From an optimization exercise on the open Yosys and OpenROAD flow, aimed at small area, a short achievable clock period and few clock cycles per item; shortcuts taken in it are not production practice.
Function was checked by simulation only, so behaviour that the tests miss may differ from the original.

==> flow/design.v <==
module fcrl (
    input             clk,
    input             rst,           
    input             op_valid,
    output            op_ready,
    input      [31:0] opw,
    input      [31:0] now,
    output reg        res_valid,
    output reg [1:0]  res_st,
    output reg [3:0]  res_reason,
    output reg [31:0] res_data
);
    localparam [7:0]  START     = 8'h02;
    localparam [7:0]  END_B     = 8'h03;
    localparam        N_MAX     = 16;
    localparam        MAX_FRAME = N_MAX + 5;      
    localparam [31:0] T_TIMEOUT = 32'd100;
    localparam        N_CH      = 3;
    localparam [7:0] RAMP_UP0 = 8'd2,  RAMP_DN0 = 8'd1;
    localparam [7:0] RAMP_UP1 = 8'd5,  RAMP_DN1 = 8'd5;
    localparam [7:0] RAMP_UP2 = 8'd10, RAMP_DN2 = 8'd10;
    localparam [3:0] OP_RXFEED = 4'h1, OP_RXPOLL = 4'h2,
                     OP_TXPWR = 4'h3, OP_TXENC = 4'h4, OP_TXFRD = 4'h5,
                     OP_RXFRD = 4'h6, OP_CSRRD = 4'h7, OP_RLSET = 4'h8,
                     OP_RLADV = 4'h9, OP_RLRD = 4'hA, OP_ESTOP = 4'hB,
                     OP_ESTOPCLR = 4'hC, OP_SRESET = 4'hF;
    localparam [1:0] ST_DONE = 2'd0, ST_COMPLETE = 2'd1, ST_INVALID = 2'd2,
                     ST_REFUSED = 2'd3;
    localparam [3:0] R_NONE = 4'd0, R_TIMEOUT = 4'd1, R_OVERFLOW = 4'd2,
                     R_BAD_END = 4'd3, R_CHECKSUM = 4'd4, R_ILLEGAL_OP = 4'd8,
                     R_BAD_INDEX = 4'd9, R_BAD_LENGTH = 4'd10,
                     R_BAD_CHANNEL = 4'd11;
    function [7:0] crc8_byte;
        input [7:0] c;
        input [7:0] b;
        integer k;
        reg [7:0] x;
        begin
            x = c ^ b;
            for (k = 0; k < 8; k = k + 1)
                x = x[7] ? ((x << 1) ^ 8'h07) : (x << 1);
            crc8_byte = x;
        end
    endfunction
    reg                        rx_state;      
    reg  [7:0]                 rx_count;
    reg  [8*MAX_FRAME-1:0]     rxbuf;
    reg  [31:0]                rx_last;
    reg  [15:0]                cnt_framing;
    reg  [15:0]                cnt_checksum;
    reg                        rxf_valid;
    reg  [7:0]                 rxf_cmd;
    reg  [7:0]                 rxf_len;
    reg  [8*N_MAX-1:0]         rxf_payload;
    reg  [8*N_MAX-1:0]         txp;
    reg  [8*MAX_FRAME-1:0]     txf;
    reg  [7:0]                 txf_len;
    reg  [8*N_CH-1:0]          target;
    reg  [8*N_CH-1:0]          actual;
    reg                        estop;
    assign op_ready = 1'b1;
    wire        fire  = op_valid & op_ready;
    wire [3:0]  code  = opw[31:28];
    wire [3:0]  ch    = opw[27:24];
    wire [7:0]  idx   = opw[23:16];
    wire [31:0] idx32 = {24'd0, idx};
    wire [15:0] val   = opw[15:0];
    wire [7:0]  b     = opw[7:0];
    wire [31:0] elapsed   = now - rx_last;
    wire        timed_out = rx_state & (elapsed > T_TIMEOUT);
    wire        in_frame  = rx_state & ~timed_out;    
    wire [7:0]  rx_lenbyte = rxbuf[8*2 +: 8];
    wire        overflow   = in_frame & (rx_count == MAX_FRAME);
    wire        store      = in_frame & ~overflow;
    wire        expected   = store & (rx_count >= 8'd3) &
                             ({1'b0, rx_count} + 9'd1 == {1'b0, rx_lenbyte} + 9'd5);
    wire [7:0]  chk_byte   = rxbuf[8*(rx_count - 8'd1) +: 8];
    reg  [7:0]  rx_crc;
    integer     i;
    always @* begin
        rx_crc = 8'h00;
        for (i = 1; i <= MAX_FRAME - 3; i = i + 1)
            if (i <= {24'd0, rx_lenbyte} + 32'd2)
                rx_crc = crc8_byte(rx_crc, rxbuf[8*i +: 8]);
    end
    wire        bad_end  = expected & (b != END_B);
    wire        bad_crc  = expected & (b == END_B) & (rx_crc != chk_byte);
    wire        good     = expected & (b == END_B) & (rx_crc == chk_byte);
    wire [8*MAX_FRAME-1:0] txp_ext = {{8*(MAX_FRAME-N_MAX){1'b0}}, txp};
    reg  [7:0]  tx_crc;
    integer     j;
    always @* begin
        tx_crc = crc8_byte(crc8_byte(8'h00, b), idx);
        for (j = 0; j < N_MAX; j = j + 1)
            if (j < idx)
                tx_crc = crc8_byte(tx_crc, txp[8*j +: 8]);
    end
    wire signed [15:0] pct = val;
    wire [7:0] set_val = estop            ? 8'd0 :
                         (pct < 0)        ? 8'd0 :
                         (pct > 16'sd100) ? 8'd100 : pct[7:0];
    function [7:0] ramp_up;
        input integer c;
        ramp_up = (c == 0) ? RAMP_UP0 : (c == 1) ? RAMP_UP1 : RAMP_UP2;
    endfunction
    function [7:0] ramp_dn;
        input integer c;
        ramp_dn = (c == 0) ? RAMP_DN0 : (c == 1) ? RAMP_DN1 : RAMP_DN2;
    endfunction
    reg [8*N_CH-1:0] actual_next;
    reg [7:0]        a_c, t_c;
    integer          c;
    always @* begin
        for (c = 0; c < N_CH; c = c + 1) begin
            a_c = actual[8*c +: 8];
            t_c = target[8*c +: 8];
            if (a_c < t_c)
                actual_next[8*c +: 8] = a_c + ((t_c - a_c < ramp_up(c)) ? t_c - a_c : ramp_up(c));
            else if (a_c > t_c)
                actual_next[8*c +: 8] = a_c - ((a_c - t_c < ramp_dn(c)) ? a_c - t_c : ramp_dn(c));
            else
                actual_next[8*c +: 8] = a_c;
        end
    end
    reg        csr_ok;
    reg [31:0] csr_val;
    always @* begin
        csr_ok  = 1'b1;
        csr_val = 32'd0;
        case (idx)
            8'h00: csr_val = {16'd0, rx_count, 5'd0, estop, rxf_valid, rx_state};
            8'h01: csr_val = {16'd0, cnt_framing};
            8'h02: csr_val = {16'd0, cnt_checksum};
            8'h03: csr_val = {16'd0, rxf_len, rxf_cmd};
            8'h04: csr_val = {24'd0, txf_len};
            8'h05: csr_val = rx_last;
            8'h08: csr_val = {16'd0, END_B, START};
            8'h09: csr_val = {8'd0, 8'd3, 8'd21, 8'd16};
            8'h0A: csr_val = T_TIMEOUT;
            8'h10: csr_val = {16'd0, RAMP_DN0, RAMP_UP0};
            8'h11: csr_val = {16'd0, RAMP_DN1, RAMP_UP1};
            8'h12: csr_val = {16'd0, RAMP_DN2, RAMP_UP2};
            default: csr_ok = 1'b0;
        endcase
    end
    reg [1:0]  r_st;
    reg [3:0]  r_reason;
    reg [31:0] r_data;
    always @* begin
        r_st     = ST_DONE;
        r_reason = R_NONE;
        r_data   = 32'd0;
        case (code)
            OP_RXFEED: begin
                if (timed_out) begin
                    r_st = ST_INVALID; r_reason = R_TIMEOUT;
                end else if (overflow) begin
                    r_st = ST_INVALID; r_reason = R_OVERFLOW;
                end else if (bad_end) begin
                    r_st = ST_INVALID; r_reason = R_BAD_END;
                end else if (bad_crc) begin
                    r_st = ST_INVALID; r_reason = R_CHECKSUM;
                end else if (good) begin
                    r_st = ST_COMPLETE;
                    r_data = {16'd0, rx_lenbyte, rxbuf[8*1 +: 8]};
                end
            end
            OP_RXPOLL: begin
                if (timed_out) begin
                    r_st = ST_INVALID; r_reason = R_TIMEOUT;
                end
            end
            OP_TXPWR: begin
                if (idx >= N_MAX) begin
                    r_st = ST_REFUSED; r_reason = R_BAD_INDEX;
                end
            end
            OP_TXENC: begin
                if (idx > N_MAX) begin
                    r_st = ST_REFUSED; r_reason = R_BAD_LENGTH;
                end else
                    r_data = {24'd0, idx + 8'd5};
            end
            OP_TXFRD: begin
                if (idx >= txf_len) begin
                    r_st = ST_REFUSED; r_reason = R_BAD_INDEX;
                end else
                    r_data = {24'd0, txf[8*idx +: 8]};
            end
            OP_RXFRD: begin
                if (!rxf_valid || idx >= rxf_len) begin
                    r_st = ST_REFUSED; r_reason = R_BAD_INDEX;
                end else
                    r_data = {24'd0, rxf_payload[8*idx +: 8]};
            end
            OP_CSRRD: begin
                if (!csr_ok) begin
                    r_st = ST_REFUSED; r_reason = R_BAD_INDEX;
                end else
                    r_data = csr_val;
            end
            OP_RLSET: begin
                if (ch >= N_CH) begin
                    r_st = ST_REFUSED; r_reason = R_BAD_CHANNEL;
                end else
                    r_data = {24'd0, set_val};
            end
            OP_RLRD: begin
                if (ch >= N_CH) begin
                    r_st = ST_REFUSED; r_reason = R_BAD_CHANNEL;
                end else
                    r_data = {16'd0, target[8*ch +: 8], actual[8*ch +: 8]};
            end
            4'hD, 4'hE: begin
                r_st = ST_REFUSED; r_reason = R_ILLEGAL_OP;
            end
            default: ;    
        endcase
    end
    always @(posedge clk) begin
        if (rst) begin
            res_valid  <= 1'b0;
            res_st     <= 2'd0;
            res_reason <= 4'd0;
            res_data   <= 32'd0;
        end else begin
            res_valid <= fire;
            if (fire) begin
                res_st     <= r_st;
                res_reason <= r_reason;
                res_data   <= r_data;
            end
        end
    end
    integer k;
    always @(posedge clk) begin
        if (rst || (fire && code == OP_SRESET)) begin
            rx_state     <= 1'b0;
            rx_count     <= 8'd0;
            rxbuf        <= {8*MAX_FRAME{1'b0}};
            rx_last      <= 32'd0;
            cnt_framing  <= 16'd0;
            cnt_checksum <= 16'd0;
            rxf_valid    <= 1'b0;
            rxf_cmd      <= 8'd0;
            rxf_len      <= 8'd0;
            rxf_payload  <= {8*N_MAX{1'b0}};
            txp          <= {8*N_MAX{1'b0}};
            txf          <= {8*MAX_FRAME{1'b0}};
            txf_len      <= 8'd0;
            target       <= {8*N_CH{1'b0}};
            actual       <= {8*N_CH{1'b0}};
            estop        <= 1'b0;
        end else if (fire) begin
            case (code)
                OP_RXFEED: begin
                    rx_last <= now;
                    if (timed_out || overflow || bad_end)
                        cnt_framing <= (cnt_framing == 16'hFFFF) ? cnt_framing : cnt_framing + 16'd1;
                    if (bad_crc)
                        cnt_checksum <= (cnt_checksum == 16'hFFFF) ? cnt_checksum : cnt_checksum + 16'd1;
                    if (!in_frame) begin
                        if (b == START) begin
                            rxbuf[8*0 +: 8] <= b;
                            rx_count        <= 8'd1;
                            rx_state        <= 1'b1;
                        end else begin
                            rx_count <= 8'd0;
                            rx_state <= 1'b0;
                        end
                    end else if (overflow) begin
                        rx_count <= 8'd0;
                        rx_state <= 1'b0;
                    end else begin
                        rxbuf[8*rx_count +: 8] <= b;
                        if (expected) begin
                            rx_count <= 8'd0;
                            rx_state <= 1'b0;
                        end else
                            rx_count <= rx_count + 8'd1;
                        if (good) begin
                            rxf_valid <= 1'b1;
                            rxf_cmd   <= rxbuf[8*1 +: 8];
                            rxf_len   <= rx_lenbyte;
                            for (k = 0; k < N_MAX; k = k + 1)
                                if (k < rx_lenbyte)
                                    rxf_payload[8*k +: 8] <= rxbuf[8*(k+3) +: 8];
                        end
                    end
                end
                OP_RXPOLL: begin
                    if (timed_out) begin
                        rx_count    <= 8'd0;
                        rx_state    <= 1'b0;
                        cnt_framing <= (cnt_framing == 16'hFFFF) ? cnt_framing : cnt_framing + 16'd1;
                    end
                end
                OP_TXPWR: begin
                    if (idx < N_MAX)
                        txp[8*idx +: 8] <= b;
                end
                OP_TXENC: begin
                    if (idx <= N_MAX) begin
                        txf[8*0 +: 8] <= START;
                        txf[8*1 +: 8] <= b;
                        txf[8*2 +: 8] <= idx;
                        for (k = 3; k < MAX_FRAME; k = k + 1) begin
                            if (k < idx32 + 32'd3)
                                txf[8*k +: 8] <= txp_ext[8*(k-3) +: 8];
                            else if (k == idx32 + 32'd3)
                                txf[8*k +: 8] <= tx_crc;
                            else if (k == idx32 + 32'd4)
                                txf[8*k +: 8] <= END_B;
                        end
                        txf_len <= idx + 8'd5;
                    end
                end
                OP_RLSET: begin
                    if (ch < N_CH)
                        target[8*ch +: 8] <= set_val;
                end
                OP_RLADV: begin
                    actual <= actual_next;
                end
                OP_ESTOP: begin
                    estop  <= 1'b1;
                    target <= {8*N_CH{1'b0}};
                    actual <= {8*N_CH{1'b0}};
                end
                OP_ESTOPCLR: begin
                    estop <= 1'b0;
                end
                default: ;
            endcase
        end
    end
endmodule
==> flow/run.sh <==
#!/bin/bash
# synth_recipe.tcl (not shown) runs the flow's synth.tcl, then flattens the netlist and writes it again
# the make line also repeats each setting of config.mk as NAME=value (left out here)
make -C /OpenROAD-flow-scripts/flow DESIGN_CONFIG=/design/flow/config.mk WORK_HOME=/design/flow/orfs CLKGATE_MAP_FILE= SYNTH_SCRIPT=/design/flow/synth_recipe.tcl finish
==> flow/config.mk <==
export PLATFORM = sky130hd
export DESIGN_NAME = fcrl
export DESIGN_NICKNAME = fcrl
export VERILOG_FILES = /design/flow/design.v
export SDC_FILE = /design/flow/constraint.sdc
export NUM_CORES = 4
export LEC_CHECK = 0
export CAP_MARGIN = 20
export CORE_MARGIN = 2
export CORE_UTILIZATION = 40
export SLEW_MARGIN = 20
==> flow/constraint.sdc <==
create_clock -name core_clock -period 22.0 [get_ports {clk}]
set_input_delay 4.4000 -clock core_clock [delete_from_list [all_inputs] [get_ports {clk}]]
set_output_delay 4.4000 -clock core_clock [all_outputs]
set_load 0.01 [all_outputs]
==> run summary <==
==> state kept, by name, summed over array words and instances (netlist names), 2 cells and up <==
name	cells
actual	24
cnt_checksum	16
cnt_framing	16
res_data	32
res_reason	4
res_st	2
rx_count	8
rx_last	32
rxbuf	168
rxf_cmd	8
rxf_len	8
rxf_payload	128
target	24
txf	161
txf_len	8
txp	128
==> cell type report <==
type | instances | share of cell area (%)
Tap cell | 2016 | 3.81
Antenna cell | 6 | 0.0227
Timing Repair Buffer | 206 | 2.66
Clock inverter | 26 | 0.543
Multi-Input combinational cell | 5702 | 64.5
Inverter | 186 | 1.06
Clock buffer | 138 | 4.11
Sequential cell | 771 | 23.3
==> per-stage QoR <==
stage                     cell area (um2)
after floorplan                     60200
after global placement              63000
after detailed placement            63000
after CTS                           66100
after global routing                66100
final                               66100
==> routing by layer <==
| metal | GRT usage (%) | vias to the layer above | wire [um] |
|---|---|---|---|
| met5 | 0 | - | 66 |
| met4 | 10.1 | 10 | 8610 |
| met1 | 36.9 | 26200 | 91700 |
| met2 | 43.2 | 2276 | 96200 |
| met3 | 4.75 | 408 | 18000 |
| li1 | - | 24500 | - |
==> kinds of logic after synthesis <==
| group | synth area share [%] |
|---|---|
| other cells | 0.00623 |
| simple gates | 18.9 |
| mux | 9.82 |
| fa+ha+maj | 3.41 |
| flops | 25.6 |
| compound gates | 15.4 |
| xor+xnor | 22.9 |
| buf+inv | 3.88 |
==> path summary, 6_finish.rpt <==
| path | to | cells after the start |
|---|---|---|
| worst max-delay path | txf[87] | 53 |
| worst min-delay path | txf[159] | 2 |
| worst min register to register | txf[159] | 2 |
| worst max register to register | res_data[4] | 54 |
==> tightest hold or removal path: stages (launching register included) <==
cell,delay (ns)
dfxtp_1,0.31
nand2_1,0.05
nand2_1,0.04
==> cells in the final DEF, fill, tap and decap left out, drive strengths merged, types with 16 or more instances in the layout <==
master / n
a21oi: 576
dfxtp: 771
o22ai: 26
nand3: 147
nor4: 39
mux4: 105
clkdlybuf4s50: 91
ha: 148
a21o: 68
nor2b: 45
a221oi: 46
nand4: 57
a211oi: 57
and3: 68
a22oi: 50
and2: 81
xnor2: 617
or3: 60
o21ai: 310
a22o: 16
o221ai: 34
clkbuf: 138
or2: 29
nor2: 773
xor2: 253
a31oi: 82
a221o: 16
o21bai: 17
mux2i: 322
inv: 189
buf: 115
a21boi: 17
o211ai: 45
nor3: 114
nand2: 931
xor3: 50
mux2: 22
xnor3: 205
nand2b: 82
==> run summary <==
Yosys warning total 1; status timing/DRC/antenna clean; share of the clock period used by the worst path 93.6%; dpl ws 0.969 ns; total I/O pin count 107; TritonCTS clock tree done; cts repair resizes 0; vias in the first global route 50,500; Chip Height 392 um; Synth Instances 7,065; Post-synth EDFFs 0; Hold Path Origin txf[159]; post-route ant nets 0; Synth-to-Final Area Change 9.83%; synth top area cells dfxtp_1 (26%), xnor2_1 (8.5%), xnor3_1 (7.6%); endpoint class of the critical path flop; critical path required time 22.62 ns; Initial Util 40.2%; setup ws final 1.41 ns; most used cell, CP xnor3_1; worst flop-to-flop path startpoint rxbuf[18]; final hold violation count 0; RSZ-0062 raised after global routing no; Top FF cell, synth dfxtp_1; area leader, netlist dfxtp_1; register area share after synthesis 25.6%; cell with the most instances after synthesis nand2_1; Synth top cells by count nand2_1 (930), dfxtp_1 (771), nor2_1 (763); Placed Cells 8,880; Critical Path Start opw[6]; max-capacitance violation count 0; fin util 44.2%; CTS sink count 771; Fin Clk Skew 0.0330 ns; H-tree levels 3; final setup TNS 0 ns; synthesized area 60,200 um2; final wirelength 215,000 um; Hold Path Class reg -> reg; startpoint type of the worst setup path input pin; share of the synthesized area in the top cell type 25.6%; vias per inst 5.90; core area 150,000 um2; Reg clk slew, reported paths 0.06 ns; Clock Tree Root clkbuf_16; DRC violations left 0; flop-to-flop setup slack 2.79 ns; final hold slack 0.449 ns; Final min period 20.59 ns; CTS max path bufs 3; Final Max Tran Viols 0; crit-path max cell delay 0.84 ns; initial DRC count 5,592; fillers 14,600; row count 142; Yosys reg bits 771; Post-Layout Cell Count 9,051; CTS hold repair buffers 0; GPL Wtd Cong 0.920; antenna violations before repair 14; post-synth net total 7,290; CTS Buf Count 90; f_max 48.6 MHz; CP Buf/Inv Count 2; Distinct cells, synth 117; FF+latch area 15,400 um2; Pre-antenna DRT Iters 8; Worst-Margin Slew 1.28 ns; first-pass GRT wire length 323,000 um; DIE AREA 154,000 um2; WS Path Type in -> reg; Rel. slew slack 14.1%; Top delay family on crit path XOR/XNOR gates; DR WL/cell 23.7 um; Multi-input gate area 42,600 um2; pin count of the biggest net entering global routing 228; Avg Inst Size Synth 8.52 um2; GRT overflow 0; CP max stage cell a21oi_1; port buffer count 105; vias 53,400; share of post-route cells with drive strength above 1 8.32%; Async SR Flop Fraction 0%; total track usage 27.2%; Horiz. Die Dim 392 um; Final Setup Violations 0; Max Fanout on Critical Path 39; HPWL after DPL 157,000 um; Worst EP arrival 21.22 ns; # nets final 7,182; clock latency (worst-skew pair) 0.70 ns; setup repair bufs after CTS 0
Testbench counts, summed over its fixed seeds: cycles 32,008, ops 32,000.

-- separate check: timing with driven ports --
The flow's constraints put no driver on any port. The routed layout listed below was extracted and timed again, unchanged, in two steps.
Step 1, drivers: a clkbuf_16 drives clk and a buf_2 each remaining input, both assumed.
Step 2 times the ports against the registers' clock, not the clock port: input delays grow and output delays shrink by t, the midpoint of the rising clock arrivals with the driver on.
a / b / c = no drivers / after step 1 / after step 2; a / b = the first two.
t, ns: 0.758
slack for setup (ns): 1.408 / 1.361 / 0.604
worst register clock-pin slew, ns: 0.07 / 0.07
pins driven straight from the clock port: 1
After both steps this run still meets setup and hold. The setup slack of this run moves by -0.047 ns with the drivers and by -0.804 ns with both steps.
